This is an optimization exercise on Yosys and OpenROAD, whose aim is small area, not a production implementation. RTL that was checked went through simulation tests only; none was proved equivalent to the original. No activity file was given, so power comes from the tool's default toggle rates.

==> 09-27: inputs <==
Design ycc_to_rgb, start of the top module:
module ycc_to_rgb (
    input  wire        clk,
    input  wire        rst,           
    input  wire        in_valid,
    input  wire        in_mode,       
    input  wire [2:0]  in_cll,        
    input  wire [15:0] in_e0,         
    input  wire [15:0] in_e1,         
    input  wire [15:0] in_e2,         
    output reg         out_valid,
    output wire [31:0] out_pixel      
);
Settings: LEC_CHECK=0, CAP_MARGIN=20, CORE_MARGIN=2, CORE_UTILIZATION=65, CTS_BUF_LIST=sky130_fd_sc_hd__clkbuf_8, PLACE_DENSITY=0.75, SLEW_MARGIN=20, SYNTH_HIERARCHICAL=1, SYNTH_MINIMUM_KEEP_SIZE=0; clock period 10.0 ns.
standard.sh (not shown) runs the stock make flow with config.mk's settings and CLKGATE_MAP_FILE= SYNTH_SCRIPT=/design/flow/synth_recipe.tcl, a recipe that flattens the netlist after the stock synthesis.
==> flow/flow/run.sh <==
#!/bin/bash
# The standard layout with two changes:
#  - the synthesis is the standard flow's (synth_recipe.tcl), except that its final ABC
#    mapping uses flow/abc_map.script (area-oriented mapping) instead of ORFS's
#    speed script;
#  - the input port buffers are sky130_fd_sc_hd__buf_2 cells, the output port
#    buffers sky130_fd_sc_hd__buf_1 cells (flow/outbuf.tcl, before the resizing
#    step after global placement).
set -euo pipefail
here=$(pwd)
{
  echo "# synth_recipe.tcl, with the final ABC mapping done by $here/flow/abc_map.script"
  echo "proc abc {args} {"
  echo "  set i [lsearch -exact \$args -script]"
  echo "  if {\$i >= 0} { lset args [expr {\$i + 1}] $here/flow/abc_map.script }"
  echo "  yosys abc {*}\$args"
  echo "}"
  cat "$here/synth_recipe.tcl"
} > "$here/synth_area.tcl"
bash standard.sh SYNTH_SCRIPT="$here/synth_area.tcl" \
  BUFFER_PORTS_ARGS="-inputs -buffer_cell sky130_fd_sc_hd__buf_2" \
  PRE_RESIZE_TCL="$here/flow/outbuf.tcl" finish > standard_flow.log 2>&1
==> flow/flow/abc_map.script <==
strash
dch
amap
topo
stime -c
==> flow/flow/outbuf.tcl <==
# Output port buffers, made from sky130_fd_sc_hd__buf_1 cells (the outputs only
# drive the fixed 0.01 pF load); the input port buffers were made at global
# placement.
buffer_ports -outputs -buffer_cell sky130_fd_sc_hd__buf_1
==> inputs of 01-24, as changes to 09-27 <==
--- a/flow/design.v
+++ b/flow/design.v
@@ -269,40 +269,39 @@
   fa u_r1s223 (yy[6], co[6], cg_n[6], r1s223, r1c224);
   wire r1s225, r1c226;
   fa u_r1s225 (yy[7], co[7], cg_n[7], r1s225, r1c226);
   wire r_ci = r_cy[21] | in_mode;
   wire r_a0 = in_mode ? r1s211 : rc188;
-  wire r_a1 = in_mode ? r1s213 : rc190;
-  wire r_a2 = in_mode ? r1s215 : rc192;
-  wire r_a3 = in_mode ? r1s217 : rc194;
-  wire r_a4 = in_mode ? r1s219 : rc196;
-  wire r_a5 = in_mode ? r1s221 : rc198;
-  wire r_a6 = in_mode ? r1s223 : rc200;
-  wire r_a7 = in_mode ? r1s225 : rc202;
   wire r_b0 = rs189 & ~in_mode;
-  wire r_b1 = in_mode ? r1c212 : rs191;
-  wire r_b2 = in_mode ? r1c214 : rs193;
-  wire r_b3 = in_mode ? r1c216 : rs195;
-  wire r_b4 = in_mode ? r1c218 : rs197;
-  wire r_b5 = in_mode ? r1c220 : rs199;
-  wire r_b6 = in_mode ? r1c222 : rs201;
-  wire r_b7 = in_mode ? r1c224 : rs203;
   wire rs227, rc228;
   fa u_rs227 (r_a0, r_b0, r_ci, rs227, rc228);
+  wire r_a1 = in_mode ? r1s213 : rc190;
+  wire r_b1 = in_mode ? r1c212 : rs191;
   wire rs229, rc230;
   fa u_rs229 (r_a1, r_b1, rc228, rs229, rc230);
+  wire r_a2 = in_mode ? r1s215 : rc192;
+  wire r_b2 = in_mode ? r1c214 : rs193;
   wire rs231, rc232;
   fa u_rs231 (r_a2, r_b2, rc230, rs231, rc232);
+  wire r_a3 = in_mode ? r1s217 : rc194;
+  wire r_b3 = in_mode ? r1c216 : rs195;
   wire rs233, rc234;
   fa u_rs233 (r_a3, r_b3, rc232, rs233, rc234);
-  wire r_sk0 = ((r_a3 & r_b3) | ((r_a3 | r_b3) & ((r_a2 & r_b2) | ((r_a2 | r_b2) & ((r_a1 & r_b1) | ((r_a1 | r_b1) & (r_a0 & r_b0))))))) | ((r_a0 | r_b0) & (r_a1 | r_b1) & (r_a2 | r_b2) & (r_a3 | r_b3) & r_ci);
+  wire r_a4 = in_mode ? r1s219 : rc196;
+  wire r_b4 = in_mode ? r1c218 : rs197;
   wire rs235, rc236;
-  fa u_rs235 (r_a4, r_b4, r_sk0, rs235, rc236);
+  fa u_rs235 (r_a4, r_b4, rc234, rs235, rc236);
+  wire r_a5 = in_mode ? r1s221 : rc198;
+  wire r_b5 = in_mode ? r1c220 : rs199;
   wire rs237, rc238;
   fa u_rs237 (r_a5, r_b5, rc236, rs237, rc238);
+  wire r_a6 = in_mode ? r1s223 : rc200;
+  wire r_b6 = in_mode ? r1c222 : rs201;
   wire rs239, rc240;
   fa u_rs239 (r_a6, r_b6, rc238, rs239, rc240);
+  wire r_a7 = in_mode ? r1s225 : rc202;
+  wire r_b7 = in_mode ? r1c224 : rs203;
   wire rs241, rc242;
   fa u_rs241 (r_a7, r_b7, rc240, rs241, rc242);
   wire [7:0] r_m = {rs241, rs239, rs237, rs235, rs233, rs231, rs229, rs227};
   wire rs243, rc244;
   ha u_rs243 (rc204, rs205, rs243, rc244);
@@ -625,40 +624,39 @@
   wire g_G20 = (gc508 & gs509);
   wire g_P20 = (gc508 | gs509);
   assign g_cy[21] = g_G20 | (g_P20 & g_cy[20]);
   wire g_ci = g_cy[21] & ~in_mode;
   wire g_a0 = in_mode ? yy[0] : gc510;
-  wire g_a1 = in_mode ? yy[1] : gc512;
-  wire g_a2 = in_mode ? yy[2] : gc514;
-  wire g_a3 = in_mode ? yy[3] : gc516;
-  wire g_a4 = in_mode ? yy[4] : gc518;
-  wire g_a5 = in_mode ? yy[5] : gc520;
-  wire g_a6 = in_mode ? yy[6] : gc522;
-  wire g_a7 = in_mode ? yy[7] : gc524;
   wire g_b0 = in_mode ? cg[0] : gs511;
-  wire g_b1 = in_mode ? cg[1] : gs513;
-  wire g_b2 = in_mode ? cg[2] : gs515;
-  wire g_b3 = in_mode ? cg[3] : gs517;
-  wire g_b4 = in_mode ? cg[4] : gs519;
-  wire g_b5 = in_mode ? cg[5] : gs521;
-  wire g_b6 = in_mode ? cg[6] : gs523;
-  wire g_b7 = in_mode ? cg[7] : gs525;
   wire gs533, gc534;
   fa u_gs533 (g_a0, g_b0, g_ci, gs533, gc534);
+  wire g_a1 = in_mode ? yy[1] : gc512;
+  wire g_b1 = in_mode ? cg[1] : gs513;
   wire gs535, gc536;
   fa u_gs535 (g_a1, g_b1, gc534, gs535, gc536);
+  wire g_a2 = in_mode ? yy[2] : gc514;
+  wire g_b2 = in_mode ? cg[2] : gs515;
   wire gs537, gc538;
   fa u_gs537 (g_a2, g_b2, gc536, gs537, gc538);
+  wire g_a3 = in_mode ? yy[3] : gc516;
+  wire g_b3 = in_mode ? cg[3] : gs517;
   wire gs539, gc540;
   fa u_gs539 (g_a3, g_b3, gc538, gs539, gc540);
-  wire g_sk0 = ((g_a3 & g_b3) | ((g_a3 | g_b3) & ((g_a2 & g_b2) | ((g_a2 | g_b2) & ((g_a1 & g_b1) | ((g_a1 | g_b1) & (g_a0 & g_b0))))))) | ((g_a0 | g_b0) & (g_a1 | g_b1) & (g_a2 | g_b2) & (g_a3 | g_b3) & g_ci);
+  wire g_a4 = in_mode ? yy[4] : gc518;
+  wire g_b4 = in_mode ? cg[4] : gs519;
   wire gs541, gc542;
-  fa u_gs541 (g_a4, g_b4, g_sk0, gs541, gc542);
+  fa u_gs541 (g_a4, g_b4, gc540, gs541, gc542);
+  wire g_a5 = in_mode ? yy[5] : gc520;
+  wire g_b5 = in_mode ? cg[5] : gs521;
   wire gs543, gc544;
   fa u_gs543 (g_a5, g_b5, gc542, gs543, gc544);
+  wire g_a6 = in_mode ? yy[6] : gc522;
+  wire g_b6 = in_mode ? cg[6] : gs523;
   wire gs545, gc546;
   fa u_gs545 (g_a6, g_b6, gc544, gs545, gc546);
+  wire g_a7 = in_mode ? yy[7] : gc524;
+  wire g_b7 = in_mode ? cg[7] : gs525;
   wire gs547, gc548;
   fa u_gs547 (g_a7, g_b7, gc546, gs547, gc548);
   wire [7:0] g_m = {gs547, gs545, gs543, gs541, gs539, gs537, gs535, gs533};
   wire gs549, gc550;
   ha u_gs549 (gc526, gs527, gs549, gc550);
@@ -856,40 +854,39 @@
   fa u_b1s714 (yy[6], co_n[6], cg_n[6], b1s714, b1c715);
   wire b1s716, b1c717;
   fa u_b1s716 (yy[7], co_n[7], cg_n[7], b1s716, b1c717);
   wire b_ci = b_cy[21] | in_mode;
   wire b_a0 = in_mode ? b1s702 : bc679;
-  wire b_a1 = in_mode ? b1s704 : bc681;
-  wire b_a2 = in_mode ? b1s706 : bc683;
-  wire b_a3 = in_mode ? b1s708 : bc685;
-  wire b_a4 = in_mode ? b1s710 : bc687;
-  wire b_a5 = in_mode ? b1s712 : bc689;
-  wire b_a6 = in_mode ? b1s714 : bc691;
-  wire b_a7 = in_mode ? b1s716 : bc693;
   wire b_b0 = bs680 | in_mode;
-  wire b_b1 = in_mode ? b1c703 : bs682;
-  wire b_b2 = in_mode ? b1c705 : bs684;
-  wire b_b3 = in_mode ? b1c707 : bs686;
-  wire b_b4 = in_mode ? b1c709 : bs688;
-  wire b_b5 = in_mode ? b1c711 : bs690;
-  wire b_b6 = in_mode ? b1c713 : bs692;
-  wire b_b7 = in_mode ? b1c715 : bs694;
   wire bs718, bc719;
   fa u_bs718 (b_a0, b_b0, b_ci, bs718, bc719);
+  wire b_a1 = in_mode ? b1s704 : bc681;
+  wire b_b1 = in_mode ? b1c703 : bs682;
   wire bs720, bc721;
   fa u_bs720 (b_a1, b_b1, bc719, bs720, bc721);
+  wire b_a2 = in_mode ? b1s706 : bc683;
+  wire b_b2 = in_mode ? b1c705 : bs684;
   wire bs722, bc723;
   fa u_bs722 (b_a2, b_b2, bc721, bs722, bc723);
+  wire b_a3 = in_mode ? b1s708 : bc685;
+  wire b_b3 = in_mode ? b1c707 : bs686;
   wire bs724, bc725;
   fa u_bs724 (b_a3, b_b3, bc723, bs724, bc725);
-  wire b_sk0 = ((b_a3 & b_b3) | ((b_a3 | b_b3) & ((b_a2 & b_b2) | ((b_a2 | b_b2) & ((b_a1 & b_b1) | ((b_a1 | b_b1) & (b_a0 & b_b0))))))) | ((b_a0 | b_b0) & (b_a1 | b_b1) & (b_a2 | b_b2) & (b_a3 | b_b3) & b_ci);
+  wire b_a4 = in_mode ? b1s710 : bc687;
+  wire b_b4 = in_mode ? b1c709 : bs688;
   wire bs726, bc727;
-  fa u_bs726 (b_a4, b_b4, b_sk0, bs726, bc727);
+  fa u_bs726 (b_a4, b_b4, bc725, bs726, bc727);
+  wire b_a5 = in_mode ? b1s712 : bc689;
+  wire b_b5 = in_mode ? b1c711 : bs690;
   wire bs728, bc729;
   fa u_bs728 (b_a5, b_b5, bc727, bs728, bc729);
+  wire b_a6 = in_mode ? b1s714 : bc691;
+  wire b_b6 = in_mode ? b1c713 : bs692;
   wire bs730, bc731;
   fa u_bs730 (b_a6, b_b6, bc729, bs730, bc731);
+  wire b_a7 = in_mode ? b1s716 : bc693;
+  wire b_b7 = in_mode ? b1c715 : bs694;
   wire bs732, bc733;
   fa u_bs732 (b_a7, b_b7, bc731, bs732, bc733);
   wire [7:0] b_m = {bs732, bs730, bs728, bs726, bs724, bs722, bs720, bs718};
   wire bs734, bc735;
   ha u_bs734 (bc695, bs696, bs734, bc735);
@@ -924,12 +921,9 @@
   assign co = (a & b) | (a & c) | (b & c);
 endmodule
 module xr (input wire a, input wire b, output wire s);
   assign s = a ^ b;
 endmodule
-module maj (input wire a, input wire b, input wire c, output wire co);
-  assign co = (a & b) | (a & c) | (b & c);
-endmodule
 module ha (input wire a, input wire b, output wire s, output wire co);
   assign s  = a ^ b;
   assign co = a & b;
 endmodule
==> flow/flow/run.sh (replaced) <==
#!/bin/bash
# The standard layout, with the port buffers made from sky130_fd_sc_hd__buf_2 cells.
set -euo pipefail
bash standard.sh BUFFER_PORTS_ARGS="-buffer_cell sky130_fd_sc_hd__buf_2" finish > standard_flow.log 2>&1
==> flow/config.mk (replaced) <==
export PLATFORM = sky130hd
export DESIGN_NAME = ycc_to_rgb
export DESIGN_NICKNAME = ycc_to_rgb
export VERILOG_FILES = /design/flow/design.v
export SDC_FILE = /design/flow/constraint.sdc
export NUM_CORES = 4
export LEC_CHECK = 0
export CAP_MARGIN = 20
export CORE_MARGIN = 2
export CORE_UTILIZATION = 40
export SLEW_MARGIN = 20
export SYNTH_HIERARCHICAL = 1
export SYNTH_MINIMUM_KEEP_SIZE = 0
removed: flow/flow/abc_map.script
removed: flow/flow/outbuf.tcl
==> run summary <==
Logic synthesis
The number of instances in the synthesized netlist is about 800. Yosys mapped the design onto 39 distinct sky130hd cell types.

Status
The run finished with no timing, DRC or antenna violations.

Power and ir drop
Of the total power, combinational logic draws 87.6%. The part of the power in registers is slightly above 9%. The internal power is roughly 0.0009 W.

Worst setup path
The capturing element of the worst setup path is pix[11]. In this run the worst path has a maximum fanout of 9.

GRT
The via count of the first global-routing pass is between 8000 and 9000. The pin count of the biggest net entering global routing is 47. Global routing used 13.4% of the available met3 tracks.

Layout
Leaving out the clock tree, the finished layout contains a buffer count of 89.

Place
The final RePlAce weighted congestion is about 1.1.

Route
Wires add up to 30.4 mm.

Floorplanning
The die is roughly 130 microns wide.

Timing
The relative slew slack is a little under a third. Across all hold checks on the routed design, the worst slack comes to between 1.5 and 2 ns.
The numbers above come from 09-27.

==> run summary <==
Place
The final RePlAce weighted congestion is between 0.9 and 1. Once placement finished, the instance area stood at approximately 11000 sq um.

Worst setup path
The worst-path maximum fanout is 8. The capturing element of the worst setup path is pix[18].

Power and ir drop
The part of the power in registers is a little under a tenth. Of the total power, combinational logic draws a little under nine tenths. Cell internal power was estimated by the tool at ~0.00095 W.

Status
The flow ran to the end and the layout has no timing, DRC or antenna violations.

GRT
Global routing used under 10% of the available met3 tracks. The via count of the first global-routing pass was 7727.

Route
The total DRC errors in the routed layout is 0. The final layout contains routed wiring with a total length of 30.4 mm. The total number of vias is approximately 6900.

Timing
The worst-margin pin slew is 0.750 ns. The relative slew slack is 50.0%. The tightest hold path in the finished design has a slack of 1.86 ns.

Floorplanning
The well-tap cell count is roughly 320.

Layout
The number of buffers other than clock buffers in the final layout is 141.

Logic synthesis
After technology mapping, the gate count stands at ~790.
The numbers above come from 01-24.

Function not checked in 01-24: the RTL went through the layout flow alone.

-- what the ideal ports hide --
How much do the figures lean on ideal ports? The routed layouts below were timed once more, with nothing changed but the port constraints.
Step 1 assumes that a clkbuf_16 drives the clock port and a buf_2 every other input.
Step 2, shift: input delay + t, output delay - t, t = (earliest + latest rising clock arrival at the registers) / 2. This alone moves slack from input paths to output paths.
Three values: ideal, step 1, step 2; two values: the first two.
run | shift t [ns] | slack for setup (ns) | worst setup path at the end | worst data-port slew with drivers (ns) | cell pins on the clock port's net
09-27 | 0.304 | 0.743 / 0.747 / 0.443 | input to register | 0.06 | 1
01-24 | 0.317 | 0.394 / 0.406 / 0.089 | input to register | 0.06 | 1
After both steps setup and hold are still met in every run listed. For 01-24, which loses most, drivers alone change the setup slack by +0.012 ns; drivers and shift together by -0.305 ns.
